This is an optimization exercise on Yosys and OpenROAD, whose aim is small area and a short achievable clock period, not a production implementation. At most, simulation tests tie the RTL to the original design; equivalence was not proved. No driver is modelled on the clock port, so clock power and skew are understated where the tree is cut down; a real chip needs a root buffer or a tree. No activity file was given, so power comes from the tool's default toggle rates.

==> flow/design.v <==
module jtag_pdi_sniffer (
    input  wire       clk,
    input  wire       rst,         
    input  wire       smp_valid,   
    input  wire       tms,
    input  wire       tdi,
    input  wire       tdo,
    output wire       out_valid,
    output wire [7:0] out_data,
    output wire       pdi_err
);
    localparam [3:0] S_RESET      = 4'hF,
                     S_IDLE       = 4'hC,
                     S_SELECT_DR  = 4'h7,
                     S_CAPTURE_DR = 4'h6,
                     S_SHIFT_DR   = 4'h2,
                     S_EXIT1_DR   = 4'h1,
                     S_PAUSE_DR   = 4'h3,
                     S_EXIT2_DR   = 4'h0,
                     S_UPDATE_DR  = 4'h5,
                     S_SELECT_IR  = 4'h4,
                     S_CAPTURE_IR = 4'hE,
                     S_SHIFT_IR   = 4'hA,
                     S_EXIT1_IR   = 4'h9,
                     S_PAUSE_IR   = 4'hB,
                     S_EXIT2_IR   = 4'h8,
                     S_UPDATE_IR  = 4'hD;
    reg sv, st, si, so;
    wire rr = rst;
    always @(posedge clk) begin
        sv <= smp_valid;
        st <= tms;
        si <= tdi;
        so <= tdo;
    end
    reg [3:0]  tap;
    reg        ir_id;      
    reg        ir_pdi;     
    reg [3:0]  irs;
    reg [31:0] dri;
    reg [31:22] dro;
    reg        par_w;      
    reg        par_r;      
    reg [3:0] tap_next;
    always @(*) begin
        case (tap)
            S_RESET:      tap_next = st ? S_RESET     : S_IDLE;
            S_IDLE:       tap_next = st ? S_SELECT_DR : S_IDLE;
            S_SELECT_DR:  tap_next = st ? S_SELECT_IR : S_CAPTURE_DR;
            S_CAPTURE_DR: tap_next = st ? S_EXIT1_DR  : S_SHIFT_DR;
            S_SHIFT_DR:   tap_next = st ? S_EXIT1_DR  : S_SHIFT_DR;
            S_EXIT1_DR:   tap_next = st ? S_UPDATE_DR : S_PAUSE_DR;
            S_PAUSE_DR:   tap_next = st ? S_EXIT2_DR  : S_PAUSE_DR;
            S_EXIT2_DR:   tap_next = st ? S_UPDATE_DR : S_SHIFT_DR;
            S_UPDATE_DR:  tap_next = st ? S_SELECT_DR : S_IDLE;
            S_SELECT_IR:  tap_next = st ? S_RESET     : S_CAPTURE_IR;
            S_CAPTURE_IR: tap_next = st ? S_EXIT1_IR  : S_SHIFT_IR;
            S_SHIFT_IR:   tap_next = st ? S_EXIT1_IR  : S_SHIFT_IR;
            S_EXIT1_IR:   tap_next = st ? S_UPDATE_IR : S_PAUSE_IR;
            S_PAUSE_IR:   tap_next = st ? S_EXIT2_IR  : S_PAUSE_IR;
            S_EXIT2_IR:   tap_next = st ? S_UPDATE_IR : S_SHIFT_IR;
            S_UPDATE_IR:  tap_next = st ? S_SELECT_DR : S_IDLE;
            default:      tap_next = st ? S_SELECT_DR : S_IDLE;
        endcase
    end
    wire commit = sv && (tap == S_UPDATE_DR);
    wire iev    = commit && ir_id;     
    wire pcm    = commit && ir_pdi;    
    reg  pev;              
    always @(posedge clk) begin
        pev <= pcm;
        if (rr) begin
            tap    <= S_RESET;
            ir_id  <= 1'b1;
            ir_pdi <= 1'b0;
            irs    <= 4'h0;
            dri    <= 32'h0;
            dro    <= 10'h0;
            par_w  <= 1'b0;
            par_r  <= 1'b0;
        end else if (sv) begin
            case (tap)
                S_RESET: begin
                    ir_id  <= 1'b1;
                    ir_pdi <= 1'b0;
                end
                S_SHIFT_DR: begin
                    dri   <= {si, dri[31:1]};
                    dro   <= {so, dro[31:23]};
                    par_w <= par_w ^ dri[31] ^ dri[22];
                    par_r <= par_r ^ dro[31] ^ dro[22];
                end
                S_SHIFT_IR:  irs <= {si, irs[3:1]};
                S_UPDATE_IR: begin
                    ir_id  <= (irs == 4'h3);
                    ir_pdi <= (irs == 4'h7);
                end
                default: ;
            endcase
            tap <= tap_next;
        end
    end
    reg        idl;        
    reg        rd;         
    reg        big;        
    reg        lds;        
    reg        cap;        
    reg [1:0]  arg;        
    reg [2:0]  kc;         
    reg [23:0] acc;        
    localparam [1:0] P_NONE = 2'd0, P_DEC = 2'd1, P_LD = 2'd2, P_CLR = 2'd3;
    reg [31:0] rg;
    reg [1:0]  ph;
    reg [1:0]  pop;        
    reg        pa;         
    reg        bw;         
    wire       enz = |rg;  
    wire       bad = rd ? par_r : par_w;
    wire [7:0] b   = rd ? dro[29:22] : dri[29:22];
    wire       act = (pop != P_NONE) && (pa || ph == 2'd0);
    wire       bin = (ph == 2'd0) || bw;
    reg  [7:0] ldb;
    always @(*) begin
        case (ph)
            2'd0:    ldb = dri[29:22];
            2'd1:    ldb = acc[7:0];
            2'd2:    ldb = acc[15:8];
            default: ldb = acc[23:16];
        endcase
    end
    reg  [7:0] nb;
    always @(*) begin
        if (!act)
            nb = rg[7:0];
        else case (pop)
            P_DEC:   nb = rg[7:0] - {7'd0, bin};
            P_LD:    nb = (ph <= arg) ? ldb : 8'd0;
            default: nb = 8'd0;
        endcase
    end
    always @(posedge clk) begin
        rg   <= {nb, rg[31:8]};
        ph   <= ph + 2'd1;
        bw   <= bin && (rg[7:0] == 8'd0);
        pa   <= act && ph != 2'd3;
        if (act && ph == 2'd3)
            pop <= P_NONE;
        if (rr) begin
            idl <= 1'b1;
            rd  <= 1'b0;
            big <= 1'b0;
            lds <= 1'b0;
            cap <= 1'b0;
            pop <= P_CLR;
            pa  <= 1'b0;
        end else if (pev) begin
            if (bad) begin
                idl <= 1'b1;
                rd  <= 1'b0;
                big <= 1'b0;
                lds <= 1'b0;
                cap <= 1'b0;
                if (big) pop <= P_CLR;
            end else if (idl) begin
                case (b[7:4])
                    4'h0: begin idl <= 1'b0; lds <= 1'b1; end   
                    4'h1: begin idl <= 1'b0; rd <= 1'b1; big <= 1'b1; end  
                    4'h2: begin idl <= 1'b0; end  
                    4'h3: begin idl <= 1'b0; big <= 1'b1; end  
                    4'h4: begin idl <= 1'b0; rd <= 1'b1; end  
                    4'h5: begin idl <= 1'b0; cap <= 1'b1; end  
                    4'h6: begin idl <= 1'b0; end  
                    4'h7: begin idl <= 1'b0; end  
                    4'hF: ;                                    
                    default: begin idl <= 1'b0; rd <= 1'b1; end  
                endcase
            end else begin
                if (kc != 3'd0) begin
                end else if (big && enz) begin
                    pop <= P_DEC;
                end else begin
                    if (cap) begin
                        pop <= P_LD;
                        cap <= 1'b0;
                    end
                    if (lds) begin
                        rd  <= 1'b1;
                        lds <= 1'b0;
                    end else begin
                        idl <= 1'b1;
                        rd  <= 1'b0;
                        big <= 1'b0;
                    end
                end
            end
        end
    end
    reg [2:0] kc_cmd;
    always @(*) begin
        case (b[7:4])
            4'h0:    kc_cmd = {1'b0, b[3:2]};                            
            4'h2:    kc_cmd = {1'b0, b[3:2]} + {1'b0, b[1:0]} + 3'd1;    
            4'h1, 4'h3, 4'h5:
                     kc_cmd = {1'b0, b[1:0]};                            
            4'h7:    kc_cmd = 3'd7;                                      
            default: kc_cmd = 3'd0;
        endcase
    end
    always @(posedge clk) begin
        if (pev && !bad) begin
            if (idl) begin
                arg <= b[1:0];
                kc  <= kc_cmd;
            end else if (kc != 3'd0) begin
                kc <= kc - 3'd1;
                if (cap) acc <= {acc[15:0], b};
            end else begin
                kc <= {1'b0, arg};
            end
        end
    end
    wire pdi_byte = pcm && !bad && !idl;
    reg       e3, e2, e1, e0;    
    reg       ep;                
    reg       ov;
    reg       perr;
    reg [7:0] od;
    always @(posedge clk) begin
        if (rr) begin
            e3 <= 1'b0; e2 <= 1'b0; e1 <= 1'b0; e0 <= 1'b0;
            ep <= 1'b0;
        end else begin
            e3 <= iev;
            e2 <= e3;
            e1 <= e2;
            e0 <= e1;
            ep <= pdi_byte;
        end
        ov   <= !rr && (iev || e3 || e2 || e1 || e0 || pdi_byte || ep);
        perr <= !rr && pev && bad;
        od <= ({8{iev}}      & 8'h10)
            | ({8{pdi_byte}} & 8'h11)
            | ({8{e3}}       & dri[31:24])
            | ({8{e2}}       & dri[23:16])
            | ({8{e1}}       & dri[15:8])
            | ({8{e0}}       & dri[7:0])
            | ({8{ep}}       & b);
    end
    assign out_valid = ov;
    assign out_data  = od;
    assign pdi_err   = perr;
endmodule
Settings: LEC_CHECK=0, CAP_MARGIN=20, CORE_MARGIN=2, CORE_UTILIZATION=72, PLACE_DENSITY=0.8, SETUP_SLACK_MARGIN=4.5, SLEW_MARGIN=20; clock period 6.5 ns.
standard.sh (not shown) runs the stock make flow with config.mk's settings and CLKGATE_MAP_FILE= SYNTH_SCRIPT=/design/flow/synth_recipe.tcl, a recipe that flattens the netlist after the stock synthesis.
==> flow/flow/run.sh <==
#!/bin/bash
# Standard ORFS layout, except that the clock tree is built by flow/pre_cts.tcl
# (a flat tree of four clock buffers) instead of TritonCTS.
set -euo pipefail
W=$(pwd)
export PRE_CTS_TCL="$W/flow/pre_cts.tcl"
bash standard.sh finish > "$W/orfs_flow.log" 2>&1
Other scripts of this flow, unchanged in this note and not shown: flow/flow/mcts.tcl, flow/flow/pre_cts.tcl
Rerun with:
--- a/flow/design.v
+++ b/flow/design.v
@@ -26,6 +26,5 @@
                      S_EXIT2_IR   = 4'h8,
                      S_UPDATE_IR  = 4'hD;
-    reg sv, st, si, so;
-    wire rr = rst;
+    reg sv, st, si, so, rr;
     always @(posedge clk) begin
         sv <= smp_valid;
@@ -33,4 +32,5 @@
         si <= tdi;
         so <= tdo;
+        rr <= rst;
     end
     reg [3:0]  tap;
@@ -237,6 +237,6 @@
             ep <= pdi_byte;
         end
-        ov   <= !rr && (iev || e3 || e2 || e1 || e0 || pdi_byte || ep);
-        perr <= !rr && pev && bad;
+        ov   <= !rst && !rr && (iev || e3 || e2 || e1 || e0 || pdi_byte || ep);
+        perr <= !rst && !rr && pev && bad;
         od <= ({8{iev}}      & 8'h10)
             | ({8{pdi_byte}} & 8'h11)
The new run passed the timing, design-rule and antenna checks.
Routed wire length goes down by 1.3%.
Worst setup slack gets better by 96 ps.
Cell area shrinks by 1.7%.
Global-route usage rose by 0.92 points.
Clock power shrinks by about 0.9%.
Die area stays flat.
Cell count went down by 1.7%.
Total power hardly moves.
Via count shrinks by 1.4%.
Register-to-register slack is better by 120 ps.
Fmax came out higher by 4.9%.
Synthesized cell count fell by 1.5%.
First-iteration DRC count goes down by 5.7%.
The RTL of the first run of this note was laid out without a check of its function. In every run of this note, the design's own scripts or RTL, not TritonCTS, make the clock network.

==> afterwards: timing with drivers on the ports <==
In the flow no input, the clock included, has a driving cell. The finished layouts below were timed again as built, in two steps.
Step 1 assumes that a clkbuf_16 drives the clock port and a buf_2 every other input.
Step 2 adds t to the input delays and takes it off the output delays; t is the mean of the earliest and latest rising clock arrival at the registers after step 1. Input paths then give back, and output paths get back, about the clock's delay inside the block.
Three values: ideal ports, drivers, drivers and shift; two values: the first two.
run | t, ns | slack for setup (ns) | worst setup path after step 2 | clock arrival spread, ns
the first run | 0.303 | 4.429 / 4.429 / 4.345 | input to register | 0.013 / 0.013
the second run | 0.304 | 4.525 / 4.450 / 4.355 | input to register | 0.019 / 0.019
After both steps every run listed still meets setup and hold. The setup slack of the second run, which loses most, moves by -0.075 ns with the drivers and by -0.170 ns with both steps.
